What follows belongs to an exercise in optimizing a design on an open flow for small area, a short achievable clock period and few clock cycles; a production flow would make more cautious choices. In this exercise RTL edits were held to simulation tests only and were not proved equivalent to the original. Power and IR drop assume default switching activity.

--- flow/config.mk ---
export PLATFORM = sky130hd
export DESIGN_NAME = tsc_sponge
export DESIGN_NICKNAME = tsc_sponge
export VERILOG_FILES = /design/flow/design.v
export SDC_FILE = /design/flow/constraint.sdc
export NUM_CORES = 8
export LEC_CHECK = 0
export CAP_MARGIN = 15
export CORE_MARGIN = 2
export CORE_UTILIZATION = 35
export CTS_CLUSTER_DIAMETER = 100
export CTS_CLUSTER_SIZE = 16
export GPL_TIMING_DRIVEN = 0
export PLACE_DENSITY = 0.55
export SLEW_MARGIN = 15
--- flow/constraint.sdc ---
create_clock -name core_clock -period 6.5 [get_ports {clk}]
set_input_delay 1.3000 -clock core_clock [delete_from_list [all_inputs] [get_ports {clk}]]
set_output_delay 1.3000 -clock core_clock [all_outputs]
set_load 0.01 [all_outputs]
--- flow/design.v ---
module tsc_sponge (
    input  wire         clk,
    input  wire         rst,         
    input  wire         cmd_valid,
    output wire         cmd_ready,
    input  wire [1:0]   cmd_op,      
    input  wire [7:0]   din_len,     
    input  wire [485:0] din,         
    output wire [485:0] dout,        
    output wire         absorbed     
);
    localparam N    = 729;
    localparam RATE = 243;
    localparam K    = 1;           
    localparam B    = 27;           
    function [1:0] trot(input [1:0] a, input [1:0] c);
        begin
            case (c)
                2'd1:    trot = {a[0] & ~a[1], ~a[1]};      
                2'd2:    trot = {~a[0], ~(a[0] & ~a[1])};   
                default: trot = a;
            endcase
        end
    endfunction
    function [1:0] tadd_port(input [1:0] a, input [1:0] b);
        tadd_port = trot(a, b[1] ? 2'd0 : b[0] ? 2'd2 : 2'd1);
    endfunction
    reg  [2*N-1:0] st;
    reg            abs_flag;
    reg            busy;
    reg            rdy;           
    reg  [4:0]     cnt;
    reg  [1:0]     rm;            
    wire has_data = (din_len != 8'd0);
    wire perm_cmd = (cmd_op == 2'd1) || (cmd_op == 2'd3) ||
                    (cmd_op == 2'd2 && (has_data || !abs_flag));
    wire add_en   = !busy && (cmd_op == 2'd1 || (cmd_op == 2'd2 && has_data));
    wire [2*N-1:0] w0 = st;
    genvar i;
    wire [N-1:0] hz, hp;
    tsc_zp u_zp (.s(st), .z(hz), .p(hp));
    function [2:0] onehot3(input [1:0] c);
        onehot3 = {c == 2'd2, c == 2'd1, c == 2'd0};
    endfunction
    wire [2:0] csel_0 = onehot3(rm);
    wire [2:0] csel_1 = onehot3((rm + 2'd1) % 3);
    wire [2:0] csel_2 = onehot3((rm + 2'd2) % 3);
    wire [2*N-1:0] t0, w1;
    tsc_sub #(.D(1)) u_sub0 (.s(w0), .z(hz), .p(hp), .t(t0));
    generate
        for (i = 0; i < N; i = i + 1) begin : g_c0
            case (i)
                14: tsc_inj u_inj (.a(t0[2*i +: 2]), .sel(csel_0), .y(w1[2*i +: 2]));
                41: tsc_inj u_inj (.a(t0[2*i +: 2]), .sel(csel_1), .y(w1[2*i +: 2]));
                68: tsc_inj u_inj (.a(t0[2*i +: 2]), .sel(csel_2), .y(w1[2*i +: 2]));
                95: tsc_inj u_inj (.a(t0[2*i +: 2]), .sel(csel_0), .y(w1[2*i +: 2]));
                122: tsc_inj u_inj (.a(t0[2*i +: 2]), .sel(csel_1), .y(w1[2*i +: 2]));
                149: tsc_inj u_inj (.a(t0[2*i +: 2]), .sel(csel_2), .y(w1[2*i +: 2]));
                176: tsc_inj u_inj (.a(t0[2*i +: 2]), .sel(csel_0), .y(w1[2*i +: 2]));
                203: tsc_inj u_inj (.a(t0[2*i +: 2]), .sel(csel_1), .y(w1[2*i +: 2]));
                230: tsc_inj u_inj (.a(t0[2*i +: 2]), .sel(csel_2), .y(w1[2*i +: 2]));
                257: tsc_inj u_inj (.a(t0[2*i +: 2]), .sel(csel_0), .y(w1[2*i +: 2]));
                284: tsc_inj u_inj (.a(t0[2*i +: 2]), .sel(csel_1), .y(w1[2*i +: 2]));
                311: tsc_inj u_inj (.a(t0[2*i +: 2]), .sel(csel_2), .y(w1[2*i +: 2]));
                338: tsc_inj u_inj (.a(t0[2*i +: 2]), .sel(csel_0), .y(w1[2*i +: 2]));
                365: tsc_inj u_inj (.a(t0[2*i +: 2]), .sel(csel_1), .y(w1[2*i +: 2]));
                392: tsc_inj u_inj (.a(t0[2*i +: 2]), .sel(csel_2), .y(w1[2*i +: 2]));
                419: tsc_inj u_inj (.a(t0[2*i +: 2]), .sel(csel_0), .y(w1[2*i +: 2]));
                446: tsc_inj u_inj (.a(t0[2*i +: 2]), .sel(csel_1), .y(w1[2*i +: 2]));
                473: tsc_inj u_inj (.a(t0[2*i +: 2]), .sel(csel_2), .y(w1[2*i +: 2]));
                500: tsc_inj u_inj (.a(t0[2*i +: 2]), .sel(csel_0), .y(w1[2*i +: 2]));
                527: tsc_inj u_inj (.a(t0[2*i +: 2]), .sel(csel_1), .y(w1[2*i +: 2]));
                554: tsc_inj u_inj (.a(t0[2*i +: 2]), .sel(csel_2), .y(w1[2*i +: 2]));
                581: tsc_inj u_inj (.a(t0[2*i +: 2]), .sel(csel_0), .y(w1[2*i +: 2]));
                608: tsc_inj u_inj (.a(t0[2*i +: 2]), .sel(csel_1), .y(w1[2*i +: 2]));
                635: tsc_inj u_inj (.a(t0[2*i +: 2]), .sel(csel_2), .y(w1[2*i +: 2]));
                662: tsc_inj u_inj (.a(t0[2*i +: 2]), .sel(csel_0), .y(w1[2*i +: 2]));
                689: tsc_inj u_inj (.a(t0[2*i +: 2]), .sel(csel_1), .y(w1[2*i +: 2]));
                716: tsc_inj u_inj (.a(t0[2*i +: 2]), .sel(csel_2), .y(w1[2*i +: 2]));
                default: assign w1[2*i +: 2] = t0[2*i +: 2];
            endcase
        end
    endgenerate
    wire [2*N-1:0] chain;
    generate
        for (i = 0; i < N; i = i + 1) begin : g_scr
            localparam integer J = (i * 376 + 1) % N;
            assign chain[2*J +: 2] = w1[2*i +: 2];
        end
    endgenerate
    wire accept = cmd_valid && !busy;
    wire           go      = cmd_valid && !busy && !rst;
    wire           st_take = !rst && busy;                                      
    wire           st_ea   = go && (cmd_op == 2'd1);                            
    wire           st_ef   = go && (cmd_op == 2'd2);
    wire           st_keep = !rst && !busy && !(cmd_valid && cmd_op != 2'd3);   
    wire           cap_keep = !rst && !busy && !(cmd_valid && cmd_op == 2'd0);
    wire [2*N-1:0] st_next;
    tsc_upd #(.W(2*N-2*RATE)) u_upd (.x(chain[2*N-1:2*RATE]), .s(st[2*N-1:2*RATE]), .take(st_take),
                                     .keep(cap_keep), .d(st_next[2*N-1:2*RATE]));
    tsc_absupd u_absupd (.x(chain[2*RATE-1:0]), .s(st[2*RATE-1:0]), .z(hz[RATE-1:0]), .p(hp[RATE-1:0]),
                         .din(din), .len(din_len),
                         .take(st_take), .keep(st_keep), .ea(st_ea), .ef(st_ef),
                         .d(st_next[2*RATE-1:0]));
    always @(posedge clk)
        st <= st_next;
    always @(posedge clk) begin
        if (rst) begin
            abs_flag <= 1'b0;
            busy     <= 1'b0;
            rdy      <= 1'b1;
            cnt      <= 5'd0;
            rm       <= 2'd0;
        end else if (busy) begin
            rm <= (rm + K) % 3;
            if (cnt == B - 1) begin
                busy <= 1'b0;
                rdy  <= 1'b1;
                cnt  <= 5'd0;
                rm   <= 2'd0;
            end else begin
                cnt <= cnt + 5'd1;
            end
        end else if (accept) begin
            if (cmd_op == 2'd0) begin
                abs_flag <= 1'b0;
            end else if (perm_cmd) begin
                if (add_en)
                    abs_flag <= 1'b1;
                busy <= 1'b1;
                rdy  <= 1'b0;
                rm   <= 0;
            end
        end
    end
    assign cmd_ready = rdy;
    assign absorbed  = abs_flag;
    generate
        for (i = 0; i < RATE; i = i + 1) begin : g_out
            assign dout[2*i +: 2] = st[2*i +: 2];
        end
    endgenerate
endmodule
module tsc_zp (
    input  wire [1457:0] s,
    output wire [728:0]  z,
    output wire [728:0]  p
);
    genvar i;
    generate
        for (i = 0; i < 729; i = i + 1) begin : g_h
            assign z[i] = ~s[2*i];
            assign p[i] = s[2*i] & ~s[2*i+1];
        end
    endgenerate
endmodule
module tsc_sub #(
    parameter integer D = 1
) (
    input  wire [1457:0] s,
    input  wire [728:0]  z,      
    input  wire [728:0]  p,      
    output wire [1457:0] t
);
    localparam N = 729;
    function [2:0] qsum(input [2:0] a, input [2:0] b);
        reg p, m;
        begin
            p = (a[2] & b[0]) | (a[0] & b[2]) | (a[1] & b[1]);
            m = (a[2] & b[1]) | (a[1] & b[2]) | (a[0] & b[0]);
            qsum = {~(p | m), m, p};
        end
    endfunction
    function [1:0] tsum(input [2:0] a, input [2:0] q);
        tsum = {(a[2] & q[1]) | (a[1] & q[2]) | (a[0] & q[0]),
                ~((a[2] & q[2]) | (a[0] & q[1]) | (a[1] & q[0]))};
    endfunction
    genvar m;
    generate
        for (m = 0; m < N; m = m + 2) begin : g_pair
            localparam integer I0 = (m * D) % N;             
            localparam integer I1 = ((m + 1) * D) % N;
            localparam integer IM = ((m + N - 1) * D) % N;   
            localparam integer IP = ((m + 2) * D) % N;       
            wire [2:0] q = qsum({z[I0], s[2*I0+1], p[I0]}, {z[I1], s[2*I1+1], p[I1]});
            assign t[2*I0 +: 2] = tsum({z[IM], s[2*IM+1], p[IM]}, q);
            if (m < N - 1) begin : g_t1
                assign t[2*I1 +: 2] = tsum({z[IP], s[2*IP+1], p[IP]}, q);
            end
        end
    endgenerate
endmodule
module tsc_inj (
    input  wire [1:0] a,
    input  wire [2:0] sel,
    output wire [1:0] y
);
    wire z = ~a[0];                  
    wire p = a[0] & ~a[1];           
    assign y[0] = sel[0] & a[0] | sel[1] & ~a[1] | sel[2] & ~p;
    assign y[1] = sel[0] & a[1] | sel[1] & p     | sel[2] & z;
endmodule
module tsc_upd (
    input  wire [W-1:0] x,
    input  wire [W-1:0] s,
    input  wire         take,
    input  wire         keep,
    output wire [W-1:0] d
);
    parameter integer W = 1458;
    assign d = ({W{take}} & x) | ({W{keep}} & s);
endmodule
module tsc_absupd (
    input  wire [485:0] x,
    input  wire [485:0] s,
    input  wire [242:0] z,       
    input  wire [242:0] p,       
    input  wire [485:0] din,
    input  wire [7:0]   len,
    input  wire         take,
    input  wire         keep,
    input  wire         ea,
    input  wire         ef,
    output wire [485:0] d
);
    wire any = ea | ef;
    genvar i;
    generate
        for (i = 0; i < 243; i = i + 1) begin : g_lane
            wire c1 = ~din[2*i] & ~din[2*i+1];           
            wire c2 = din[2*i] & ~din[2*i+1];            
            wire te = ea | ef & (i < len);               
            wire pe = (i != 0) & ef & (i == len);
            wire g1 = te & c1;                           
            wire g2 = te & c2 | pe;                      
            wire g0 = keep | any & ~(g1 | g2);           
            assign d[2*i]   = take & x[2*i]   | g0 & s[2*i]   | g1 & ~s[2*i+1] | g2 & ~p[i];
            assign d[2*i+1] = take & x[2*i+1] | g0 & s[2*i+1] | g1 & p[i]      | g2 & z[i];
        end
    endgenerate
endmodule
--- flow/flow/run.sh ---
#!/bin/bash
# Own layout flow: the standard flow (standard.sh, same synthesis script and
# config.mk settings), except that
#  - modules tsc_zp, tsc_sub, tsc_inj (substitution layer, round constants), tsc_upd and
#    tsc_absupd (state update,
#    absorb) come from flow/tsc_map.v, hand-mapped netlists of the same functions
#    in sky130_fd_sc_hd cells;
#  - the ABC buffers are removed at floorplan instead of an early timing repair;
#  - the port buffers are buf_2 cells and the resizer may change a cell's footprint;
#  - after global placement, high-fanout nets get placement-based buffer trees
#    (flow/pre_resize.tcl, flow/trees.tcl) before the standard repair_design;
#  - timing repair after CTS and global routing aims SETUP_MARGIN ns below the period.
set -euo pipefail
W=$(pwd)
SETUP_MARGIN=${SETUP_MARGIN:-3.5}
awk 'BEGIN{skip=0} /^[ \t]*module[ \t]+(tsc_zp|tsc_sub|tsc_inj|tsc_upd|tsc_absupd)[ \t]*[(#]/{skip=1} {if(!skip)print} skip&&/^[ \t]*endmodule/{skip=0}' \
    design.v > layout_design.v
grep -qE "module (tsc_zp|tsc_sub|tsc_inj|tsc_upd|tsc_absupd)\b" layout_design.v && { echo "module not removed" >&2; exit 1; }
cat flow/tsc_map.v >> layout_design.v
sed "s#^export VERILOG_FILES *=.*#export VERILOG_FILES = $W/layout_design.v#" config.mk > config_own.mk
grep -q "layout_design.v" config_own.mk || { echo "VERILOG_FILES not set" >&2; exit 1; }
sed "s#$W/config.mk#$W/config_own.mk#g" standard.sh > own.sh
grep -q "config_own.mk" own.sh || { echo "config path not replaced" >&2; exit 1; }
bash own.sh REMOVE_ABC_BUFFERS=1 MATCH_CELL_FOOTPRINT=0 \
    "BUFFER_PORTS_ARGS=-buffer_cell sky130_fd_sc_hd__buf_2" \
    PRE_RESIZE_TCL=$W/flow/pre_resize.tcl \
    SETUP_SLACK_MARGIN=$SETUP_MARGIN finish > own_flow.log 2>&1
test -s out/final.def
--- flow/flow/pre_resize.tcl ---
# Before the first repair_design: buffer trees for the high-fanout signal nets (the
# state-update selects reach every lane), built from the global placement.
source [file join [file dirname [info script]] trees.tcl]
tsc_fanout_trees 24 12 sky130_fd_sc_hd__buf_4
--- flow/flow/trees.tcl ---
# Buffer trees for high-fanout signal nets, built from the placement: the loads of a
# net are split by recursive bisection on their locations into groups of at most
# LEAF loads, each group gets a buffer at its centre, and the net is treated again
# until its fanout is small.
proc tsc_split {items axis leaf} {
  if {[llength $items] <= $leaf} { return [list $items] }
  set idx [expr {$axis == 0 ? 1 : 2}]
  set sorted [lsort -integer -index $idx $items]
  set half [expr {[llength $sorted] / 2}]
  set a [lrange $sorted 0 [expr {$half - 1}]]
  set b [lrange $sorted $half end]
  return [concat [tsc_split $a [expr {1 - $axis}] $leaf] [tsc_split $b [expr {1 - $axis}] $leaf]]
}
proc tsc_loads {net} {
  set items {}
  foreach it [$net getITerms] {
    if {![$it isInputSignal]} continue
    set inst [$it getInst]
    set loc [$inst getLocation]
    lappend items [list $it [lindex $loc 0] [lindex $loc 1]]
  }
  return $items
}
proc tsc_tree {net leaf cell} {
  set block [ord::get_db_block]
  set dbu [$block getDefUnits]
  set n 0
  while {1} {
    set items [tsc_loads $net]
    if {[llength $items] <= $leaf} break
    set groups [tsc_split $items 0 $leaf]
    foreach g $groups {
      if {[llength $g] < 2} continue
      set pins {}
      set sx 0; set sy 0
      foreach e $g {
        set it [lindex $e 0]
        lappend pins [get_pins "[[$it getInst] getName]/[[$it getMTerm] getName]"]
        set sx [expr {$sx + [lindex $e 1]}]
        set sy [expr {$sy + [lindex $e 2]}]
      }
      set cx [expr {double($sx) / [llength $g] / $dbu}]
      set cy [expr {double($sy) / [llength $g] / $dbu}]
      insert_buffer -buffer_cell $cell -net [get_nets [$net getName]] -load_pins $pins -location [list $cx $cy]
      incr n
    }
  }
  return $n
}
proc tsc_fanout_trees {min_fanout leaf cell} {
  set block [ord::get_db_block]
  set todo {}
  foreach net [$block getNets] {
    if {[$net getSigType] != "SIGNAL"} continue
    set cnt 0
    foreach it [$net getITerms] { if {[$it isInputSignal]} { incr cnt } }
    if {$cnt >= $min_fanout} { lappend todo $net }
  }
  set total 0
  foreach net $todo {
    set nm [$net getName]
    set k [tsc_tree $net $leaf $cell]
    puts "tsc_fanout_trees: $nm: $k buffers"
    incr total $k
  }
  puts "tsc_fanout_trees: [llength $todo] nets, $total buffers"
}
--- flow/flow/tsc_map.v ---
// Gate-level versions of modules tsc_sub, tsc_upd and tsc_absupd of rtl/tsc_sponge.v
// (the same functions, in sky130_fd_sc_hd cells), used for the layout in their place.
// Trits are in the port code (bit 0: not 0, bit 1: -1).

// y = a1 & a2 | b1 & b2 | c1 & c2, as NAND-NAND
module tsc_sop3 (
    input  wire a1, a2, b1, b2, c1, c2,
    output wire y
);
    wire na, nb, nc;
    sky130_fd_sc_hd__nand2_1 u_a (.A(a1), .B(a2), .Y(na));
    sky130_fd_sc_hd__nand2_1 u_b (.A(b1), .B(b2), .Y(nb));
    sky130_fd_sc_hd__nand2_1 u_c (.A(c1), .B(c2), .Y(nc));
    sky130_fd_sc_hd__nand3_1 u_y (.A(na), .B(nb), .C(nc), .Y(y));
endmodule

// y = a1 & a2 | b1 & b2 | c1 & c2, as NAND-NAND with a larger output stage
module tsc_sop3_x2 (
    input  wire a1, a2, b1, b2, c1, c2,
    output wire y
);
    wire na, nb, nc;
    sky130_fd_sc_hd__nand2_1 u_a (.A(a1), .B(a2), .Y(na));
    sky130_fd_sc_hd__nand2_1 u_b (.A(b1), .B(b2), .Y(nb));
    sky130_fd_sc_hd__nand2_1 u_c (.A(c1), .B(c2), .Y(nc));
    sky130_fd_sc_hd__nand3_2 u_y (.A(na), .B(nb), .C(nc), .Y(y));
endmodule

// t = a + q, a one-hot (z: 0, m: -1, p: +1), q one-hot; t in the port code. Its
// outputs drive the index scramble, a long wire, so they come from larger cells.
module tsc_tsum (
    input  wire       az, am, ap,
    input  wire       qz, qm, qp,
    output wire [1:0] t
);
    wire z1, z2, z3, m1, m2, m3;
    sky130_fd_sc_hd__nand2_1 u_z1 (.A(az), .B(qz), .Y(z1));
    sky130_fd_sc_hd__nand2_1 u_z2 (.A(ap), .B(qm), .Y(z2));
    sky130_fd_sc_hd__nand2_1 u_z3 (.A(am), .B(qp), .Y(z3));
    sky130_fd_sc_hd__and3_2  u_nz (.A(z1), .B(z2), .C(z3), .X(t[0]));
    sky130_fd_sc_hd__nand2_1 u_m1 (.A(az), .B(qm), .Y(m1));
    sky130_fd_sc_hd__nand2_1 u_m2 (.A(am), .B(qz), .Y(m2));
    sky130_fd_sc_hd__nand2_1 u_m3 (.A(ap), .B(qp), .Y(m3));
    sky130_fd_sc_hd__nand3_2 u_m  (.A(m1), .B(m2), .C(m3), .Y(t[1]));
endmodule

// t[i] = s[i-D] + s[i] + s[i+D]
// zero and plus flags of each trit
module tsc_zp (
    input  wire [1457:0] s,
    output wire [728:0]  z,
    output wire [728:0]  p
);
    genvar i;
    generate
        for (i = 0; i < 729; i = i + 1) begin : g_h
            sky130_fd_sc_hd__inv_2  u_z (.A(s[2*i]), .Y(z[i]));
            sky130_fd_sc_hd__nor2_2 u_p (.A(z[i]), .B(s[2*i+1]), .Y(p[i]));
        end
    endgenerate
endmodule

module tsc_sub #(
    parameter integer D = 1
) (
    input  wire [1457:0] s,
    input  wire [728:0]  z,
    input  wire [728:0]  p,
    output wire [1457:0] t
);
    localparam N = 729;
    genvar m;
    generate
        for (m = 0; m < N; m = m + 2) begin : g_pair
            localparam integer I0 = (m * D) % N;
            localparam integer I1 = ((m + 1) * D) % N;
            localparam integer IM = ((m + N - 1) * D) % N;
            localparam integer IP = ((m + 2) * D) % N;
            wire qp, qm, qz;
            tsc_sop3_x2 u_qp (.a1(z[I0]), .a2(p[I1]), .b1(p[I0]), .b2(z[I1]), .c1(s[2*I0+1]), .c2(s[2*I1+1]), .y(qp));
            tsc_sop3_x2 u_qm (.a1(z[I0]), .a2(s[2*I1+1]), .b1(s[2*I0+1]), .b2(z[I1]), .c1(p[I0]), .c2(p[I1]), .y(qm));
            sky130_fd_sc_hd__nor2_2 u_qz (.A(qp), .B(qm), .Y(qz));
            tsc_tsum u_t0 (.az(z[IM]), .am(s[2*IM+1]), .ap(p[IM]), .qz(qz), .qm(qm), .qp(qp), .t(t[2*I0 +: 2]));
            if (m < N - 1) begin : g_t1
                tsc_tsum u_t1 (.az(z[IP]), .am(s[2*IP+1]), .ap(p[IP]), .qz(qz), .qm(qm), .qp(qp), .t(t[2*I1 +: 2]));
            end
        end
    endgenerate
endmodule

// y = a + c, c one-hot in sel = {c == 2, c == 1, c == 0}
module tsc_inj (
    input  wire [1:0] a,
    input  wire [2:0] sel,
    output wire [1:0] y
);
    wire z, p, nm, np, y0n, y1n;
    sky130_fd_sc_hd__inv_1    u_z  (.A(a[0]), .Y(z));
    sky130_fd_sc_hd__nor2_1   u_p  (.A(z), .B(a[1]), .Y(p));
    sky130_fd_sc_hd__inv_1    u_nm (.A(a[1]), .Y(nm));
    sky130_fd_sc_hd__inv_1    u_np (.A(p), .Y(np));
    sky130_fd_sc_hd__a222oi_1 u_y0 (.A1(sel[0]), .A2(a[0]), .B1(sel[1]), .B2(nm), .C1(sel[2]), .C2(np), .Y(y0n));
    sky130_fd_sc_hd__inv_2    u_o0 (.A(y0n), .Y(y[0]));
    sky130_fd_sc_hd__a222oi_1 u_y1 (.A1(sel[0]), .A2(a[1]), .B1(sel[1]), .B2(p), .C1(sel[2]), .C2(z), .Y(y1n));
    sky130_fd_sc_hd__inv_2    u_o1 (.A(y1n), .Y(y[1]));
endmodule

// d = take & x | keep & s
module tsc_upd (
    input  wire [W-1:0] x,
    input  wire [W-1:0] s,
    input  wire         take,
    input  wire         keep,
    output wire [W-1:0] d
);
    parameter integer W = 1458;
    genvar i;
    generate
        for (i = 0; i < W; i = i + 1) begin : g_d
            sky130_fd_sc_hd__a22o_1 u_d (.A1(take), .A2(x[i]), .B1(keep), .B2(s[i]), .X(d[i]));
        end
    endgenerate
endmodule

// Rate lanes of the state update with the absorb (see tsc_absupd in rtl/tsc_sponge.v).
// The lane decode of len is split in two 4-bit halves: i < len is
// (i/16 < len/16) | (i/16 == len/16) & (i%16 < len%16).
module tsc_absupd (
    input  wire [485:0] x,
    input  wire [485:0] s,
    input  wire [242:0] z,
    input  wire [242:0] p,
    input  wire [485:0] din,
    input  wire [7:0]   len,
    input  wire         take,
    input  wire         keep,
    input  wire         ea,
    input  wire         ef,
    output wire [485:0] d
);
    wire [15:0] ah_lt, ah_eq, bl_lt, bl_eq;
    wire any = ea | ef;
    genvar i;
    generate
        for (i = 0; i < 16; i = i + 1) begin : g_pre
            assign ah_lt[i] = (i < len[7:4]);
            assign ah_eq[i] = (i == len[7:4]);
            assign bl_lt[i] = (i < len[3:0]);
            assign bl_eq[i] = (i == len[3:0]);
        end
        for (i = 0; i < 243; i = i + 1) begin : g_lane
            wire c1, c2, lt, te, pe, g1, g2, n12, g0, nm, np, pa, pb, ma, mb;
            sky130_fd_sc_hd__nor2_1   u_c1  (.A(din[2*i]), .B(din[2*i+1]), .Y(c1));
            sky130_fd_sc_hd__nor2b_1  u_c2  (.A(din[2*i+1]), .B_N(din[2*i]), .Y(c2));
            sky130_fd_sc_hd__a21o_1   u_lt  (.A1(ah_eq[i/16]), .A2(bl_lt[i%16]), .B1(ah_lt[i/16]), .X(lt));
            sky130_fd_sc_hd__a21o_1   u_te  (.A1(ef), .A2(lt), .B1(ea), .X(te));
            sky130_fd_sc_hd__and2_1   u_g1  (.A(te), .B(c1), .X(g1));
            if (i == 0) begin : g_nopad
                // lane 0 never takes the pad (it would need L = 0)
                sky130_fd_sc_hd__and2_1   u_g2  (.A(te), .B(c2), .X(g2));
            end else begin : g_pad
                sky130_fd_sc_hd__and3_1   u_pe  (.A(ef), .B(ah_eq[i/16]), .C(bl_eq[i%16]), .X(pe));
                sky130_fd_sc_hd__a21o_1   u_g2  (.A1(te), .A2(c2), .B1(pe), .X(g2));
            end
            sky130_fd_sc_hd__nor2_1   u_n12 (.A(g1), .B(g2), .Y(n12));
            sky130_fd_sc_hd__a21o_1   u_g0  (.A1(any), .A2(n12), .B1(keep), .X(g0));
            sky130_fd_sc_hd__inv_1    u_nm  (.A(s[2*i+1]), .Y(nm));
            sky130_fd_sc_hd__inv_1    u_np  (.A(p[i]), .Y(np));
            sky130_fd_sc_hd__a22oi_1  u_pa  (.A1(take), .A2(x[2*i]), .B1(g0), .B2(s[2*i]), .Y(pa));
            sky130_fd_sc_hd__a22oi_1  u_pb  (.A1(g1), .A2(nm), .B1(g2), .B2(np), .Y(pb));
            sky130_fd_sc_hd__nand2_1  u_p   (.A(pa), .B(pb), .Y(d[2*i]));
            sky130_fd_sc_hd__a22oi_1  u_ma  (.A1(take), .A2(x[2*i+1]), .B1(g0), .B2(s[2*i+1]), .Y(ma));
            sky130_fd_sc_hd__a22oi_1  u_mb  (.A1(g1), .A2(p[i]), .B1(g2), .B2(z[i]), .Y(mb));
            sky130_fd_sc_hd__nand2_1  u_m   (.A(ma), .B(mb), .Y(d[2*i+1]));
        end
    endgenerate
endmodule
--- flow/standard.sh ---
#!/bin/bash
# synth_recipe.tcl (not shown) runs the flow's synth.tcl, then flattens the netlist and writes it again
# the make line also repeats each setting of config.mk as NAME=value (left out here)
make -C /OpenROAD-flow-scripts/flow DESIGN_CONFIG=/design/flow/config.mk WORK_HOME=/design/flow/orfs CLKGATE_MAP_FILE= SYNTH_SCRIPT=/design/flow/synth_recipe.tcl "${@:-finish}"
==> results of run 1 <==
cells by family (layout without fill, tap and decap cells):
| kind of cell | after synthesis | in the layout |
|---|---|---|
| other cells | 1 | 148 |
| buf+inv | 1858 | 3274 |
| xor+xnor | 3 | 3 |
| simple gates | 11700 | 11700 |
| fa+ha+maj | 6 | 6 |
| flops | 1468 | 1468 |
| compound gates | 2993 | 2993 |
state kept, by name, indices dropped and copies added (netlist names):
register and cells:
busy 1, st 1458, rm 2, rdy 1, cnt 5, abs_flag 1
worst max-delay path by stage:
stage | cells past startpoint | from | end | slack [ps]
3_5_place_dp | 13 | rst | st[123] | 390
4_1_cts | 14 | rst | st[21] | 3390
6_report | 14 | rst | st[21] | 3210
2_1_floorplan | 3 | cmd_op[1] | st[1000] | -50060
3_3_place_gp | 3 | rst | st[1356] | -95780
5_1_grt | 14 | rst | st[21] | 3330
layer usage:
metal,vias up,track usage,wire length [um],share of wire
li1,63400,-,-,-
met4,52,0.468,107000,0.13
met2,11500,0.600,315000,0.38
met1,69900,0.525,295000,0.36
met3,2709,0.153,113000,0.14
met5,-,0,327,0.00039
area by class of cell:
cell class / instances / area [um^2] / share of cell area
multi-input combinational: 14700 / 85900 / 0.599
sequential: 1468 / 29800 / 0.208
timing repair buffer: 1741 / 12800 / 0.0891
tap: 4599 / 5750 / 0.0402
inverter: 1362 / 5140 / 0.0359
clock buffer: 133 / 3120 / 0.0218
clock inverter: 38 / 469 / 0.00328
antenna: 130 / 325 / 0.00227
power groups by stage:
| stage | combinational [uW] | sequential [uW] | clock [uW] |
|---|---|---|---|
| finish | 14800 | 11000 | 7980 |
| global route | 14900 | 11000 | 8200 |
| CTS | 13700 | 10900 | 7950 |
| detailed placement | 13500 | 11100 | 0 |
| global placement | 13700 | 11100 | 0 |
| floorplan | 7770 | 10600 | 0 |
stage by stage:
| step | total power (uW) | util | instance area, um^2 | worst slack [ps] |
|---|---|---|---|---|
| after floorplan | 18300 | - | 119000 | -50060 |
| after global placement | 24800 | 0.371 | 129000 | -95780 |
| after detailed placement | 24600 | 0.389 | 136000 | 390 |
| after CTS | 32600 | 0.406 | 142000 | 3390 |
| after global routing | 34100 | 0.410 | 143000 | 3330 |
| final | 33800 | 0.410 | 143000 | 3210 |
timing repair:
action | CTS | global route
pin swaps | 53 | 178
setup buffers | 73 | 21
resized for setup | 527 | 255
endpoints found under the hold margin | 0 | 0
cloned | 0 | 0
setup endpoints to repair | 685 | 508
worst max-delay path, stage by stage:
cell and delay (ps):
buf_12 100, or3b_4 410, nor3b_4 400, buf_6 250, buf_12 170, buf_16 140
buf_12 110, or2_4 270, buf_12 250, buf_16 230, buf_12 190, a21o_1 180
a22oi_2 70, nand2_1 80
placed cells by master (no fill, tap or decap), types with 9 or more instances in the layout:
cell	synthesis	final
a21o_1	973	966
a222oi_1	54	54
a22o_1	972	972
a22oi_1	972	798
a22oi_2	0	174
and2_1	244	215
and2_2	0	12
and2_4	0	17
and3_1	244	239
and3_2	729	729
buf_12	0	99
buf_16	0	22
buf_2	2	968
buf_4	486	562
buf_6	1	44
buf_8	0	35
clkbuf_16	0	121
clkbuf_4	0	9
clkinvlp_4	0	10
conb_1	1	18
dfxtp_1	1468	1261
dfxtp_2	0	154
dfxtp_4	0	53
diode_2	0	130
inv_1	579	572
inv_2	783	785
nand2_1	7060	7056
nand3_2	1459	1455
nor2_1	554	520
nor2_2	1094	1088
nor2_4	0	40
nor2b_1	250	246
==> results_dict.tcl, run 1 <==
set metrics [dict create \
    synth_adder_area_share 0.000613 \
    cts_tree "built" \
    holdPathEnd "st[612]" \
    crit_arrival_ps 4190 \
    die_w_um 595 \
    grt_pass1_wl_mm 1080 \
    path_class "in -> reg" \
    cts_max_level 3 \
    antenna_found_initial 117 \
    p_sw_uw 16200 \
    synth_top_area_cell "dfxtp_1" \
    p_leak_uw 0.0766 \
    synth-seq-cells 1468 \
    dp_hpwl_mm 693 \
    clkTransAtPathRegs_ps 80 \
    area_growth_pct 17.0 \
    synth-edff-count 0 \
    io_buffers 986 \
    synthTopCellsByCount "nand2_1, dfxtp_1, nand3_2, nor2_2, a21o_1" \
    mappedNetlistArea_mm2 0.122 \
    routedWlPerCell_um 34.4 \
    dieHeight_um 595 \
    synth_top_area_share 0.240 \
    power_frac_comb 0.438 \
    clkPwrFrac 0.236 \
    drtPass1Iterations 13 \
    synth_compound_area_frac 0.194 \
    finalSetupTns_ps 0 \
    ys_types 44 \
    cts_hold_buf 0 \
    required_ps 7400 \
    synthFlopType "dfxtp_1" \
    grt_pass1_vias 124000 \
    start_kind "primary input" \
    layout.nets 19900 \
    grt_start_max_net_pins 17 \
    netSwitchingFraction 0.480 \
    drive_gt1_frac 0.333 \
    fmax_mhz 304 \
    synthCells 18000 \
    start_util 0.351 \
    r2r-end "st[21]" \
    core_area_mm2 0.349 \
    synthTopCellsByArea "dfxtp_1, nand2_1, nand3_2" \
    reg2reg_depth 13 \
    cts_buffers 120 \
    rsz0062_at_grt "yes" \
    synth-xor-area-share 0.000215 \
    period_minus_slack_ps 3290 \
    intPower_uw 17600 \
    clkSinkCount 1468 \
    cp_max_fo 8 \
    drt-total-wl_mm 830 \
    maxSlewHeadroom 0.145 \
    min_path_cells 1 \
    async_flop_share 0 \
    ant_nets 0 \
    yosysMostFrequentCell "nand2_1" \
    clockBufferDepth 4 \
    reg2reg_slack_ps 3240 \
    viasPerCell 6.11 \
    status "finished clean" \
    p_per_area_mw_per_mm2 236 \
    placementRows 217 \
    fin_skew_ps 82.6 \
    gp_congestion 1.09 \
    hold_violations 0 \
    ys_warn_count 1 \
    synthMuxAreaShare 0 \
    final.period_utilization 0.506 \
    clock_latency_ps 990 \
    regToRegStartpoint "busy" \
    synth_seq_area_share 0.240 \
    min_path_type "reg -> reg" \
    io_pins 987 \
    fillers 36600 \
    synth_top_family_by_area "simple AND/OR/NAND/NOR gates" \
    slew_viol_final 0 \
    syn_avg_cell_area_um2 6.80 \
    p_seq_frac 0.325 \
    drt_iter0_drc 24500 \
    max-vdd-ir-drop_uv 261 \
    gr-total-overflow 0 \
    instances_no_fill 24200 \
    cp-end-kind "flop" \
    via_count 148000 \
    hold_slack_ps 500 \
    setup_violations 0 \
    gr-usage-all-layers 0.444 \
    drc 0 \
    die-area_mm2 0.355 \
    worstHoldStart "st[612]" \
    maxCapViolCount 0 \
    dp.cells 23800 \
    root_buffer "clkbuf_16" \
    synthSimpleGateAreaFrac 0.493 \
    worst_pin_slew_ps 1280 \
]
Testbench counts, summed over its fixed seeds: cycles 32,184.
==> run 2: changes to the inputs <==
--- a/flow/design.v
+++ b/flow/design.v
@@ -223,17 +223,20 @@
     input  wire         ef,
     output wire [485:0] d
 );
-    wire any = ea | ef;
     genvar i;
     generate
         for (i = 0; i < 243; i = i + 1) begin : g_lane
             wire c1 = ~din[2*i] & ~din[2*i+1];           
             wire c2 = din[2*i] & ~din[2*i+1];            
-            wire te = ea | ef & (i < len);               
-            wire pe = (i != 0) & ef & (i == len);
-            wire g1 = te & c1;                           
-            wire g2 = te & c2 | pe;                      
-            wire g0 = keep | any & ~(g1 | g2);           
+            wire c0 = din[2*i+1];                        
+            wire lt = (i < len);
+            wire eq = (i != 0) & (i == len);
+            wire r1 = lt & c1;                           
+            wire r2 = lt & c2 | eq;                      
+            wire r0 = ~(r1 | r2);                        
+            wire g0 = keep | ea & c0 | ef & r0;          
+            wire g1 = ea & c1 | ef & r1;                 
+            wire g2 = ea & c2 | ef & r2;                 
             assign d[2*i]   = take & x[2*i]   | g0 & s[2*i]   | g1 & ~s[2*i+1] | g2 & ~p[i];
             assign d[2*i+1] = take & x[2*i+1] | g0 & s[2*i+1] | g1 & p[i]      | g2 & z[i];
         end
--- a/flow/flow/tsc_map.v
+++ b/flow/flow/tsc_map.v
@@ -139,7 +139,6 @@
     output wire [485:0] d
 );
     wire [15:0] ah_lt, ah_eq, bl_lt, bl_eq;
-    wire any = ea | ef;
     genvar i;
     generate
         for (i = 0; i < 16; i = i + 1) begin : g_pre
@@ -149,21 +148,23 @@
             assign bl_eq[i] = (i == len[3:0]);
         end
         for (i = 0; i < 243; i = i + 1) begin : g_lane
-            wire c1, c2, lt, te, pe, g1, g2, n12, g0, nm, np, pa, pb, ma, mb;
+            wire c1, c2, lt, r1, r2, r0, g0, g1, g2, nm, np, pa, pb, ma, mb;
             sky130_fd_sc_hd__nor2_1   u_c1  (.A(din[2*i]), .B(din[2*i+1]), .Y(c1));
             sky130_fd_sc_hd__nor2b_1  u_c2  (.A(din[2*i+1]), .B_N(din[2*i]), .Y(c2));
             sky130_fd_sc_hd__a21o_1   u_lt  (.A1(ah_eq[i/16]), .A2(bl_lt[i%16]), .B1(ah_lt[i/16]), .X(lt));
-            sky130_fd_sc_hd__a21o_1   u_te  (.A1(ef), .A2(lt), .B1(ea), .X(te));
-            sky130_fd_sc_hd__and2_1   u_g1  (.A(te), .B(c1), .X(g1));
+            sky130_fd_sc_hd__and2_1   u_r1  (.A(lt), .B(c1), .X(r1));
             if (i == 0) begin : g_nopad
                 // lane 0 never takes the pad (it would need L = 0)
-                sky130_fd_sc_hd__and2_1   u_g2  (.A(te), .B(c2), .X(g2));
+                sky130_fd_sc_hd__and2_1 u_r2 (.A(lt), .B(c2), .X(r2));
             end else begin : g_pad
-                sky130_fd_sc_hd__and3_1   u_pe  (.A(ef), .B(ah_eq[i/16]), .C(bl_eq[i%16]), .X(pe));
-                sky130_fd_sc_hd__a21o_1   u_g2  (.A1(te), .A2(c2), .B1(pe), .X(g2));
+                wire eq;
+                sky130_fd_sc_hd__and2_1 u_eq (.A(ah_eq[i/16]), .B(bl_eq[i%16]), .X(eq));
+                sky130_fd_sc_hd__a21o_1 u_r2 (.A1(lt), .A2(c2), .B1(eq), .X(r2));
             end
-            sky130_fd_sc_hd__nor2_1   u_n12 (.A(g1), .B(g2), .Y(n12));
-            sky130_fd_sc_hd__a21o_1   u_g0  (.A1(any), .A2(n12), .B1(keep), .X(g0));
+            sky130_fd_sc_hd__nor2_1   u_r0  (.A(r1), .B(r2), .Y(r0));
+            sky130_fd_sc_hd__a221o_1  u_g0  (.A1(ea), .A2(din[2*i+1]), .B1(ef), .B2(r0), .C1(keep), .X(g0));
+            sky130_fd_sc_hd__a22o_1   u_g1  (.A1(ea), .A2(c1), .B1(ef), .B2(r1), .X(g1));
+            sky130_fd_sc_hd__a22o_1   u_g2  (.A1(ea), .A2(c2), .B1(ef), .B2(r2), .X(g2));
             sky130_fd_sc_hd__inv_1    u_nm  (.A(s[2*i+1]), .Y(nm));
             sky130_fd_sc_hd__inv_1    u_np  (.A(p[i]), .Y(np));
             sky130_fd_sc_hd__a22oi_1  u_pa  (.A1(take), .A2(x[2*i]), .B1(g0), .B2(s[2*i]), .Y(pa));
==> run 2 against run 1 <==
  * Sequential cell count unchanged
  * Register-to-register slack gained 80 ps
  * Sequential share of layout area fell by 0.22 points
  * Routed wire length increased by 0.71%
  * Maximum frequency grew 3.4%
  * Clock skew fell by 26 ps
  * Area after synthesis up 2.5%
  * Critical path type is now reg -> reg
==> results_dict.tcl, run 2 <==
set metrics [dict create \
    start_kind "flop" \
    synth_seq_area_share 0.234 \
    reg2reg_slack_ps 3320 \
    drtPass1Iterations 9 \
    synth-seq-cells 1468 \
    routedWlPerCell_um 34.0 \
    drc 0 \
    grt_pass1_wl_mm 1090 \
    fin_skew_ps 56.4 \
    synthTopCellsByCount "nand2_1, dfxtp_1, nand3_2, a22o_1, nor2_2" \
    drt-total-wl_mm 836 \
    maxSlewHeadroom 0.0639 \
    placementRows 219 \
    instances_no_fill 24600 \
    gp_congestion 1.07 \
    synth-edff-count 0 \
    worst_pin_slew_ps 1400 \
    regToRegStartpoint "st[188]" \
    syn_avg_cell_area_um2 6.88 \
    root_buffer "clkbuf_16" \
    cts_tree "built" \
    clkTransAtPathRegs_ps 90 \
    cts_hold_buf 0 \
    period_minus_slack_ps 3180 \
    crit_path_end "st[0]" \
    min_path_type "reg -> reg" \
    ys_warn_count 1 \
    layout.nets 20100 \
    gr-total-overflow 0 \
    ys_types 42 \
    yosysMostFrequentCell "nand2_1" \
    hold_violations 0 \
    reg2reg_depth 16 \
    finalSetupTns_ps 0 \
    area_growth_pct 15.4 \
    dp.cells 24200 \
    final_cell_mix "nand2_1, a22o_1, nand3_2" \
    synth_top_area_cell "dfxtp_1" \
    reg.largest.list "st: 1458 flops, cnt: 5 flops, rm: 2 flops" \
    dp_hpwl_mm 696 \
    setup_violations 0 \
    rsz0062_at_grt "yes" \
    final_util 0.406 \
    startpoint "st[188]" \
    r2r-end "st[0]" \
    viasPerCell 6.17 \
    total_power_uw 33600 \
    maxCapViolCount 0 \
    cts_buffers 121 \
    antenna_found_initial 206 \
    ant_nets 0 \
    cp_max_fo 6 \
    max-vdd-ir-drop_uv 232 \
    slew_viol_final 0 \
    die_w_um 603 \
    clock_latency_ps 980 \
    clkSinkCount 1468 \
    post_dp_cell_area_mm2 0.139 \
    required_ps 7350 \
    min_path_cells 1 \
    fin_area_mm2 0.145 \
    core_area_mm2 0.356 \
    via_count 152000 \
    gr-usage-all-layers 0.434 \
    clockBufferDepth 4 \
    grt_pass1_vias 127000 \
    mappedNetlistArea_mm2 0.126 \
    final.period_utilization 0.489 \
    drt_iter0_drc 26200 \
    synthFlopType "dfxtp_1" \
    final_common_cell "nand2_1" \
    async_flop_share 0 \
    fillers 37300 \
    synth_top_area_share 0.234 \
    crit_arrival_ps 4030 \
    io_buffers 986 \
    p_per_area_mw_per_mm2 232 \
    synthTopCellsByArea "dfxtp_1, nand2_1, nand3_2" \
    cts_max_level 3 \
    drive_gt1_frac 0.319 \
    cp-end-kind "flop" \
    io_pins 987 \
    synthCells 18200 \
    largest_reg_flops 1458 \
    die-area_mm2 0.363 \
    fmax_mhz 314 \
    status "finished clean" \
    grt_start_max_net_pins 17 \
    dieHeight_um 603 \
    p_leak_uw 0.0732 \
    path_class "reg -> reg" \
    regMostFlops "st" \
    start_util 0.352 \
]
## run 2: changes by cell type after synthesis, moves of 3 or more
cell      previous run  this run
buf_2                2         9
a221o_1              0       243
and3_1             244         2
clkbuf_1             7         0
nor3b_1              3         0
a21o_1             973       487
and2_1             244       488
a22o_1             972      1458
nor2_1             554       550
## run 2: layout make-up
class	instances	area [um^2]	area share
Clock buffer	141	3280	0.0226
Clock inverter	43	513	0.00354
Inverter	1362	5130	0.0354
Sequential cell	1468	29800	0.206
Timing Repair Buffer	1718	11800	0.0813
Multi-Input combinational cell	14900	87900	0.607
Tap cell	4751	5940	0.0410
Antenna cell	196	490	0.00339
## run 2: kinds of logic after synthesis
| logic type | synth area share |
|---|---|
| simple gates | 0.481 |
| other cells | 0.0000299 |
| fa+ha+maj | 0.000598 |
| buf+inv | 0.0702 |
| flops | 0.234 |
| compound gates | 0.214 |
| xor+xnor | 0.000209 |
## run 2: worst min-delay path by stage
stage	startpoint	endpoint	slack (ps)
after floorplan	st[1000]	st[1000]	460
after global placement	st[992]	st[992]	480
after detailed placement	st[604]	st[604]	480
after CTS	st[1054]	st[1054]	500
after global routing	st[988]	st[988]	510
final	st[1280]	st[1280]	500
## run 2: timing repair
item                       in CTS  in global routing
setup endpoints to repair     697                213
gates resized for setup       330                 54
pin swaps                      14                 14
buffers inserted               58                 16
gates cloned                    0                  1
## run 2: through the flow
stage          setup slack, ps  hold WS, ps
2_1_floorplan           -50100          463
3_3_place_gp            -95200          476
3_5_place_dp              1400          475
4_1_cts                   3370          500
5_1_grt                   3390          510
6_report                  3320          501
## run 2: power breakdown
group	switching, uW	internal [uW]	total (uW)
clock network	4400	3880	8290
logic	10400	4090	14500
registers	1240	9600	10800
## run 2: worst max-delay path, stage by stage, from the launching register on
cell      delay, ps
dfxtp_1         440
inv_2           130
nor2_4          230
nand2_1          90
nand3_2         140
nor2_2           70
nand2_1          60
and3_2          170
inv_1            50
nor2_1          140
inv_1            60
a222oi_1        700
buf_4           320
buf_6           170
inv_2            70
a22oi_1         170
nand2_1          70
## run 2: per-layer routing
| metal | up-vias | part of all wire | global-route usage | wire [um] |
|---|---|---|---|---|
| met1 | 72200 | 0.36 | 0.514 | 297000 |
| met2 | 11700 | 0.39 | 0.597 | 324000 |
| met5 | - | 0.00069 | 0.00119 | 575 |
| li1 | 65200 | - | - | - |
| met3 | 2757 | 0.14 | 0.141 | 113000 |
| met4 | 84 | 0.12 | 0.442 | 101000 |
Testbench counts of run 2, summed over its fixed seeds: cycles 32,184.
==> run 3: changes to the inputs <==
--- a/flow/flow/run.sh
+++ b/flow/flow/run.sh
@@ -12,7 +12,7 @@
 #  - timing repair after CTS and global routing aims SETUP_MARGIN ns below the period.
 set -euo pipefail
 W=$(pwd)
-SETUP_MARGIN=${SETUP_MARGIN:-3.5}
+SETUP_MARGIN=${SETUP_MARGIN:-3.7}
 awk 'BEGIN{skip=0} /^[ \t]*module[ \t]+(tsc_zp|tsc_sub|tsc_inj|tsc_upd|tsc_absupd)[ \t]*[(#]/{skip=1} {if(!skip)print} skip&&/^[ \t]*endmodule/{skip=0}' \
     design.v > layout_design.v
 grep -qE "module (tsc_zp|tsc_sub|tsc_inj|tsc_upd|tsc_absupd)\b" layout_design.v && { echo "module not removed" >&2; exit 1; }
==> run 3 against run 2 <==
  * Still clean
  * Sequential power about the same
  * Power is 1.4% higher
  * Sequential share of layout area shrank 0.12 points
  * Final area increased by 3.5%
  * Highest routed layer unchanged
==> results_dict.tcl, run 3 <==
set metrics [dict create \
    yosysMostFrequentCell "nand2_1" \
    critPathBufInv 1 \
    worst_pin_slew_ps 1290 \
    crit_arrival_ps 1660 \
    cts_max_level 3 \
    regMostFlops "st" \
    synth-seq-cells 1468 \
    start_kind "flop" \
    largest_reg_flops 1458 \
    placementRows 219 \
    required_ps 5200 \
    gr-total-overflow 0 \
    dp_hpwl_mm 696 \
    die-area_mm2 0.363 \
    status "finished clean" \
    reg2reg_slack_ps 3580 \
    mappedNetlistArea_mm2 0.126 \
    fin_skew_ps 46.3 \
    fmax_mhz 338 \
    finalSetupTns_ps 0 \
    area_growth_pct 19.5 \
    path_class "reg -> out" \
    cts_buffers 121 \
    viasPerCell 6.14 \
    max-vdd-ir-drop_uv 234 \
    setup_slack_ps 3540 \
    critical_path.top_delay_family "flip-flops" \
    cts_tree "built" \
    synth_top_area_share 0.234 \
    hold_violations 0 \
    final_cell_mix "nand2_1, a22o_1, nand3_2" \
    multi_input_area_mm2 0.0883 \
    ys_types 42 \
    drt_iter0_drc 26500 \
    dp_worst_setup_slack_ps 1400 \
    start_util 0.352 \
    ant_nets 0 \
    drc 0 \
    final.period_utilization 0.455 \
    routedWlPerCell_um 34.1 \
    final-seq-area_mm2 0.0307 \
    synth_top_area_cell "dfxtp_1" \
    synthTopCellsByArea "dfxtp_1, nand2_1, nand3_2" \
    final_common_cell "nand2_1" \
    antenna_found_initial 199 \
    synthCells 18200 \
    crit_chain "buf_6" \
    slew_viol_final 0 \
    maxSlewHeadroom 0.141 \
    async_flop_share 0 \
    dieHeight_um 603 \
    clkSinkCount 1468 \
    hold_slack_ps 493 \
    reg.largest.list "st: 1458 flops, cnt: 5 flops, rm: 2 flops" \
    die_w_um 603 \
    synth-edff-count 0 \
    p_per_area_mw_per_mm2 227 \
    syn_avg_cell_area_um2 6.88 \
    period_minus_slack_ps 2960 \
    setup_violations 0 \
    synthTopCellsByCount "nand2_1, dfxtp_1, nand3_2, a22o_1, nor2_2" \
    root_buffer "clkbuf_16" \
    gp_congestion 1.07 \
    drtPass1Iterations 9 \
    grt_pass1_vias 129000 \
    synthFlopType "dfxtp_1" \
    cp_max_fo 2 \
    clockBufferDepth 4 \
    p_leak_uw 0.0753 \
    grt_pass1_wl_mm 1100 \
    drt-total-wl_mm 849 \
    fin_area_mm2 0.150 \
    rsz0062_at_grt "yes" \
    min_path_type "reg -> reg" \
    cp-end-kind "primary output" \
    clkTransAtPathRegs_ps 90 \
    core_area_mm2 0.356 \
    io_buffers 986 \
    io_pins 987 \
    grt_start_max_net_pins 17 \
    ys_warn_count 1 \
    drive_gt1_frac 0.345 \
    slowest_stage "dfxtp_4" \
    maxCapViolCount 0 \
    cts_hold_buf 0 \
    fillers 37000 \
    clock_latency_ps 970 \
    post_dp_cell_area_mm2 0.139 \
    gr-usage-all-layers 0.440 \
    layout.nets 20400 \
    synth_seq_area_share 0.234 \
    slowest_delay_ps 500 \
    via_count 153000 \
]
[run 3: changes by cell type in the layout (fill, tap and decap cells not counted), sizes merged]
cell,change
buf,+320
diode,-20
inv,-1
clkbuf,-2
clkinv,+1
[run 3: where the power goes]
group | switching (uW) | internal, uW | leakage [uW] | total, uW
Sequential | 1060 | 9600 | 0.0122 | 10700
Clock | 4400 | 3880 | 0.00185 | 8280
Combinational | 10700 | 4410 | 0.0613 | 15100
[run 3: cell type report]
| type | count | area share |
|---|---|---|
| Multi-Input combinational cell | 14900 | 0.589 |
| Sequential cell | 1468 | 0.205 |
| Timing Repair Buffer | 2036 | 0.104 |
| Tap cell | 4751 | 0.0397 |
| Inverter | 1362 | 0.0345 |
| Clock buffer | 141 | 0.0218 |
| Clock inverter | 43 | 0.00342 |
| Antenna cell | 176 | 0.00294 |
[run 3: path summary, 6_finish.rpt]
kind,startpoint,endpoint,depth (start not counted)
worst max-delay path,st[7],dout[7],1
worst min-delay path,st[288],st[288],2
worst max register to register,st[255],st[737],9
worst min register to register,st[288],st[288],2
[run 3: per-layer routing]
| metal | vias up | track usage | wire [um] | share of wire |
|---|---|---|---|---|
| li1 | 65800 | - | - | - |
| met1 | 72900 | 0.518 | 302000 | 0.36 |
| met2 | 11300 | 0.609 | 327000 | 0.38 |
| met3 | 2756 | 0.153 | 116000 | 0.14 |
| met4 | 90 | 0.440 | 104000 | 0.12 |
| met5 | - | 0.000132 | 660 | 0.00078 |
[run 3: metrics by stage]
step,instances,power [uW],utilization
2_1_floorplan,17800,18200,-
3_3_place_gp,23500,24500,0.372
3_5_place_dp,24200,24400,0.390
4_1_cts,24700,32900,0.416
5_1_grt,24800,34400,0.420
6_report,24900,34100,0.421
[run 3: timing repair]
item | 4_1_cts | 5_1_grt
setup endpoints to repair | 978 | 365
setup buffers | 349 | 41
gates cloned | 1 | 2
pin swaps | 27 | 38
gates resized for setup | 1313 | 131
[run 3: kinds of logic after synthesis]
logic type                 synth area share
and+or+nand+nor                       0.481
other                             0.0000299
DFF                                   0.234
AOI/OAI and AO/OA                     0.214
buffers and inverters                0.0702
adders and majority gates          0.000598
xor gates and xnor gates           0.000209
[run 3: worst reg2reg max path, cell delays in order, from the launching register on]
cell and delay (ps):
dfxtp_4 380, buf_4 200, nor2_2 600, nand2_1 160
nand3_2 540, nor2_4 140, buf_4 210, nand2_1 90
nand3_2 210, a22o_1 300
==> run 4: changes to the inputs <==
--- a/flow/config.mk
+++ b/flow/config.mk
@@ -7,9 +7,9 @@
 export LEC_CHECK = 0
 export CAP_MARGIN = 15
 export CORE_MARGIN = 2
-export CORE_UTILIZATION = 35
+export CORE_UTILIZATION = 42
 export CTS_CLUSTER_DIAMETER = 100
 export CTS_CLUSTER_SIZE = 16
 export GPL_TIMING_DRIVEN = 0
-export PLACE_DENSITY = 0.55
+export PLACE_DENSITY = 0.6
 export SLEW_MARGIN = 15
==> run 4 against run 3 <==
  * Final area decreased by 0.83%
  * Clock power increased by 2%
  * Area after synthesis unchanged
  * Die area decreased by 17%
  * Sequential power about the same
  * Maximum frequency decreased by 4.5%
  * Worst setup slack got worse by 140 ps
  * Critical path type unchanged
  * Critical endpoint is now dout[355]
==> results_dict.tcl, run 4 <==
set metrics [dict create \
    clockBufferDepth 4 \
    grt_pass1_vias 129000 \
    area_growth_pct 18.5 \
    gr-total-overflow 0 \
    regMostFlops "st" \
    cts_max_level 3 \
    hold_violations 0 \
    drt_iter0_drc 26600 \
    finalSetupTns_ps 0 \
    drt-total-wl_mm 860 \
    maxCapViolCount 0 \
    synthTopCellsByArea "dfxtp_1, nand2_1, nand3_2" \
    max-vdd-ir-drop_uv 247 \
    grt_start_max_net_pins 19 \
    layout.nets 20400 \
    maxSlewHeadroom 0.112 \
    crit_arrival_ps 1800 \
    syn_avg_cell_area_um2 6.88 \
    p_leak_uw 0.0753 \
    required_ps 5200 \
    critPathBufInv 2 \
    reg.largest.list "st: 1458 flops, cnt: 5 flops, rm: 2 flops" \
    drtPass1Iterations 10 \
    synth_top_area_share 0.234 \
    io_buffers 986 \
    ant_nets 0 \
    path_class "reg -> out" \
    dp_hpwl_mm 703 \
    mappedNetlistArea_mm2 0.126 \
    synth-seq-cells 1468 \
    slew_viol_final 0 \
    synth_top_area_cell "dfxtp_1" \
    via_count 155000 \
    ys_warn_count 1 \
    drc 0 \
    die-area_mm2 0.303 \
    met2_wirelength_mm 319 \
    viasPerCell 6.42 \
    root_buffer "clkbuf_16" \
    cts_hold_buf 0 \
    core_area_mm2 0.297 \
    io_pins 987 \
    critical_path.top_delay_family "flip-flops" \
    setup_violations 0 \
    start_util 0.423 \
    clkTransAtPathRegs_ps 90 \
    die_w_um 551 \
    cp-end-kind "primary output" \
    synthTopCellsByCount "nand2_1, dfxtp_1, nand3_2, a22o_1, nor2_2" \
    synthFlopType "dfxtp_1" \
    final.period_utilization 0.476 \
    dieHeight_um 551 \
    clkSinkCount 1468 \
    highest_layer "met5" \
    total_power_uw 34400 \
    gr-usage-all-layers 0.536 \
    yosysMostFrequentCell "nand2_1" \
    drive_gt1_frac 0.342 \
    grt_pass1_wl_mm 1110 \
    met1Wirelength_mm 302 \
    slowest_stage "dfxtp_4" \
    synth_seq_area_share 0.234 \
    crit_chain "buf_12, buf_6" \
    status "finished clean" \
    largest_reg_flops 1458 \
    worst_pin_slew_ps 1330 \
    regToRegStartpoint "st[125]" \
    fin_skew_ps 71.4 \
    synthCells 18200 \
    antenna_found_initial 193 \
    rsz0062_at_grt "yes" \
    final_cell_mix "nand2_1, a22o_1, nand3_2" \
    start_kind "flop" \
    cp.depth 2 \
    crit_path_end "dout[355]" \
    startpoint "st[355]" \
    gp_congestion 1.10 \
    routedWlPerCell_um 35.6 \
    clock_latency_ps 990 \
    cts_buffers 125 \
    cts_tree "built" \
    period_minus_slack_ps 3100 \
    p_per_area_mw_per_mm2 232 \
    async_flop_share 0 \
    placementRows 200 \
    min_path_type "reg -> reg" \
    reg2reg_slack_ps 3420 \
    r2r-end "st[1429]" \
    final_common_cell "nand2_1" \
    slowest_delay_ps 560 \
    cp_max_fo 4 \
    fmax_mhz 323 \
    synth-edff-count 0 \
    reg2reg_depth 8 \
    wl_met3_mm 134 \
    ys_types 42 \
]
==> run 4: routing by layer <==
layer / track usage / up-vias
met4: 0.538 / 66
met2: 0.701 / 12400
li1: - / 65800
met5: 0.00969 / -
met3: 0.248 / 3027
met1: 0.624 / 73600
==> run 4: timing repair <==
action | in CTS | in global routing
resized for setup | 1132 | 97
endpoints found under the setup margin | 954 | 397
setup buffers | 340 | 40
cloned | 0 | 2
pin swaps | 34 | 27
==> run 4: logic make-up (layout without fill, tap and decap cells) <==
logic type,after synthesis,in the layout,share of synthesized area
XOR/XNOR,3,3,0.000209
AO/OA/AOI/OAI,3238,3238,0.214
adder cells (fa/ha/maj),6,6,0.000598
other,1,217,0.0000299
AND/OR/NAND/NOR,11700,11700,0.481
buffers and inverters,1858,3584,0.0702
flip-flops,1468,1468,0.234
==> run 4: area by class of cell <==
cell class | count | area, um^2
Inverter | 1362 | 5150
Clock buffer | 143 | 3330
Multi-Input combinational cell | 14900 | 88200
Tap cell | 3939 | 4930
Clock inverter | 54 | 596
Fill cell | 29900 | 148000
Sequential cell | 1468 | 30700
Antenna cell | 199 | 498
Timing Repair Buffer | 2025 | 15300
==> run 4: where the power goes <==
| group | internal [uW] | switching, uW | leakage, uW | total, uW |
|---|---|---|---|---|
| combinational | 4370 | 10900 | 0.0612 | 15300 |
| sequential | 9590 | 1120 | 0.0122 | 10700 |
| clock | 3970 | 4490 | 0.00192 | 8460 |
==> run 4: metrics by stage <==
step,cell area (um^2),hold WS (ps),std cells,utilization,setup WS (ps)
after floorplan,122000,463,17800,-,-50100
after global placement,132000,476,22700,0.443,-94480
after detailed placement,138000,475,23300,0.465,1320
after CTS,147000,493,23900,0.496,3540
after global routing,148000,501,24000,0.499,3450
final,149000,485,24100,0.501,3400
==> run 4: how the worst min path moves through the flow <==
stage / from / end / slack (ps) / cells past startpoint
final: st[892] / st[892] / 490 / 1
after global routing: st[892] / st[892] / 500 / 1
after CTS: st[426] / st[426] / 490 / 2
after detailed placement: st[836] / st[836] / 470 / 1
after global placement: st[1036] / st[1036] / 480 / 1
after floorplan: st[1000] / st[1000] / 460 / 1
==> run 5: changes to the inputs <==
==> flow/config.mk (replaced) <==
export PLATFORM = sky130hd
export DESIGN_NAME = tsc_sponge
export DESIGN_NICKNAME = tsc_sponge
export VERILOG_FILES = /design/flow/design.v
export SDC_FILE = /design/flow/constraint.sdc
export NUM_CORES = 8
export LEC_CHECK = 0
export CAP_MARGIN = 10
export CORE_MARGIN = 2
export CORE_UTILIZATION = 35
export CTS_CLUSTER_DIAMETER = 100
export CTS_CLUSTER_SIZE = 16
export GPL_TIMING_DRIVEN = 0
export PLACE_DENSITY = 0.55
export SLEW_MARGIN = 10
==> run 5 against run 4 <==
  * Critical endpoint is now st[0]
  * Power decreased by 1.9%
  * Cell count rose by 3.1%
  * Synthesized cell count is the same
  * Clock power shrank 4.6%
  * Area after synthesis is the same
  * Maximum frequency grew 4.3%
  * Register-to-register slack gained 110 ps
  * Critical path type is now reg -> reg
  * Sequential cell count unchanged
  * Final area rose by 0.33%
==> results_dict.tcl, run 5 <==
set metrics [dict create \
    dieHeight_um 603 \
    synth_top_family_by_area "simple AND/OR/NAND/NOR gates" \
    cp_max_fo 13 \
    drc 0 \
    reg2reg_slack_ps 3530 \
    drt_iter0_drc 26500 \
    synth-seq-cells 1468 \
    cts_hold_buf 0 \
    final-seq-area_mm2 0.0306 \
    worstHoldStart "st[392]" \
    synth_compound_area_frac 0.214 \
    slew_viol_final 0 \
    maxCapViolCount 0 \
    async_flop_share 0 \
    slowest_delay_ps 740 \
    synthFlopType "dfxtp_1" \
    fillers 37000 \
    layout.nets 20400 \
    hold_violations 0 \
    area_growth_pct 18.8 \
    worst_pin_slew_ps 1140 \
    min_path_cells 2 \
    fmax_mhz 337 \
    drt-total-wl_mm 847 \
    final.period_utilization 0.457 \
    synth-edff-count 0 \
    status "finished clean" \
    synthTopCellsByCount "nand2_1, dfxtp_1, nand3_2, a22o_1, nor2_2" \
    slowest_stage "a222oi_1" \
    grt_pass1_vias 128000 \
    gp_congestion 1.07 \
    io_pins 987 \
    dp_hpwl_mm 696 \
    rsz0062_at_grt "yes" \
    viasPerCell 6.15 \
    grt_pass1_wl_mm 1100 \
    syn_avg_cell_area_um2 6.88 \
    largest_reg_flops 1458 \
    mappedNetlistArea_mm2 0.126 \
    start_util 0.352 \
    synth_top_area_share 0.234 \
    regToRegStartpoint "rm[1]" \
    synthMuxAreaShare 0 \
    drive_gt1_frac 0.342 \
    max-vdd-ir-drop_uv 234 \
    final_common_cell "nand2_1" \
    antenna_found_initial 190 \
    p_leak_uw 0.0750 \
    synthSimpleGateAreaFrac 0.481 \
    synthCells 18200 \
    cts_max_level 3 \
    clkSinkCount 1468 \
    r2r-end "st[0]" \
    synth_adder_area_share 0.000598 \
    holdPathEnd "st[392]" \
    clock_latency_ps 980 \
    gr-total-overflow 0 \
    path_class "reg -> reg" \
    synth_top_area_cell "dfxtp_1" \
    crit_chain "inv_1, ha_4, buf_4, a222oi_1, buf_4, buf_8, inv_4, a22oi_2, nand2_1" \
    grt_start_max_net_pins 17 \
    total_power_uw 33800 \
    synth_seq_area_share 0.234 \
    required_ps 7330 \
    via_count 153000 \
    ys_warn_count 1 \
    cts_buffers 118 \
    synth-xor-area-share 0.000209 \
    ys_types 42 \
    die_w_um 603 \
    p_per_area_mw_per_mm2 227 \
    setup_violations 0 \
    clockBufferDepth 4 \
    clkTransAtPathRegs_ps 80 \
    drtPass1Iterations 14 \
    cts_tree "built" \
    period_minus_slack_ps 2970 \
    synthTopCellsByArea "dfxtp_1, nand2_1, nand3_2" \
    core_area_mm2 0.356 \
    cp-end-kind "flop" \
    min_path_type "reg -> reg" \
    routedWlPerCell_um 34.1 \
    maxSlewHeadroom 0.242 \
    regMostFlops "st" \
    finalSetupTns_ps 0 \
    reg2reg_depth 9 \
    yosysMostFrequentCell "nand2_1" \
    io_buffers 986 \
    root_buffer "clkbuf_16" \
    multi_input_area_mm2 0.0883 \
    reg.largest.list "st: 1458 flops, cnt: 5 flops, rm: 2 flops" \
    gr-usage-all-layers 0.438 \
    start_kind "flop" \
    placementRows 219 \
    fin_skew_ps 62.9 \
    worst_path_most_repeated_cell "buf_4" \
    die-area_mm2 0.363 \
    ant_nets 0 \
    final_cell_mix "nand2_1, a22o_1, nand3_2" \
    crit_arrival_ps 3800 \
]
[run 5: cell counts after synthesis]
Identical to the previous run, type by type.
[run 5: cells by family (layout without fill, tap and decap cells)]
kind of cell             after synthesis  count (layout)
buffers and inverters               1858            3521
AND/OR/NAND/NOR                    11700           11700
adder cells (fa/ha/maj)                6               6
XOR/XNOR                               3               3
other                                  1             221
flip-flops                          1468            1468
AO/OA/AOI/OAI                       3238            3238
[run 5: timing repair]
item,CTS,global route
buffers inserted,318,36
pin swaps,84,47
gates resized for setup,1218,142
cloned,1,2
setup endpoints to repair,953,334
[run 5: per-stage QoR]
step,instances,util,setup slack [ps],hold slack (ps),cell area [um^2]
after floorplan,17800,-,-50100,463,122000
after global placement,23500,0.372,-95200,476,133000
after detailed placement,24100,0.389,1210,474,139000
after CTS,24600,0.414,3560,490,148000
after global routing,24700,0.417,3590,510,149000
final,24900,0.418,3530,491,149000
[run 5: how the worst max path moves through the flow]
stage	start	endpoint	slack, ps	depth (start not counted)
after floorplan	cmd_op[1]	st[1000]	-50100	3
after CTS	st[433]	dout[433]	3560	1
after detailed placement	din_len[3]	st[97]	1210	13
after global routing	din_len[2]	st[32]	3590	12
final	rm[1]	st[0]	3530	9
after global placement	rst	st[1179]	-95200	3
[run 5: where the power goes]
part	total [uW]	internal [uW]	switching (uW)
Sequential	10700	9590	1080
Combinational	15100	4370	10700
Clock	8070	3770	4300
Total	33800	17700	16100
[run 5: area by class of cell]
| type | count | area share |
|---|---|---|
| clock buffers | 134 | 0.0208 |
| well taps | 4751 | 0.0399 |
| clock inverters | 34 | 0.00331 |
| diodes | 203 | 0.00341 |
| multi-input cells | 14900 | 0.592 |
| repair buffers | 1991 | 0.101 |
| flip-flops and latches | 1468 | 0.205 |
| inverters | 1362 | 0.0346 |
[run 5: worst max-delay path, delay by kind of cell (launching register included)]
| kind | cells | cell delay [ps] |
|---|---|---|
| AND/OR/NAND/NOR | 1 | 70 |
| AO/OA/AOI/OAI | 2 | 880 |
| buffers and inverters | 5 | 990 |
| flip-flops | 1 | 390 |
| adder cells (fa/ha/maj) | 1 | 420 |
[run 5: layer usage]
| layer | vias to the layer above | GRT usage | share of wire |
|---|---|---|---|
| met3 | 2785 | 0.155 | 0.14 |
| met2 | 11700 | 0.602 | 0.38 |
| met1 | 72700 | 0.510 | 0.35 |
| li1 | 65700 | - | - |
| met5 | - | 0.00370 | 0.0012 |
| met4 | 70 | 0.455 | 0.12 |

-- separate check: timing with driven ports --
Ports are ideal in the flow. The routed layouts listed here were re-timed in OpenROAD.
Step 1, drivers: a clkbuf_16 drives clk and a buf_2 each remaining input, both assumed.
Step 2, shift: input delay + t, output delay - t, t = (earliest + latest rising clock arrival at the registers) / 2. This alone moves slack from input paths to output paths.
Slacks: no drivers / after step 1 / after step 2; pairs: no drivers / after step 1.
run	t, ns	slack for setup (ns)	worst hold slack (ns)	worst data-port slew with drivers (ns)	pins driven straight from the clock port
run 1	1.064	3.212 / 3.242 / 2.209	0.500 / 0.500 / 0.500	0.16	1
run 2	1.060	3.319 / 3.319 / 2.333	0.501 / 0.501 / 0.501	0.36	1
run 3	1.058	3.543 / 3.432 / 2.601	0.493 / 0.493 / 0.493	0.33	1
run 4	1.062	3.404 / 3.297 / 2.585	0.485 / 0.485 / 0.485	0.31	1
run 5	1.063	3.532 / 3.435 / 2.508	0.491 / 0.491 / 0.491	0.39	1
After both steps setup and hold are still met in every run listed. For run 5, which loses most, drivers alone change the setup slack by -0.097 ns; drivers and shift together by -1.024 ns.
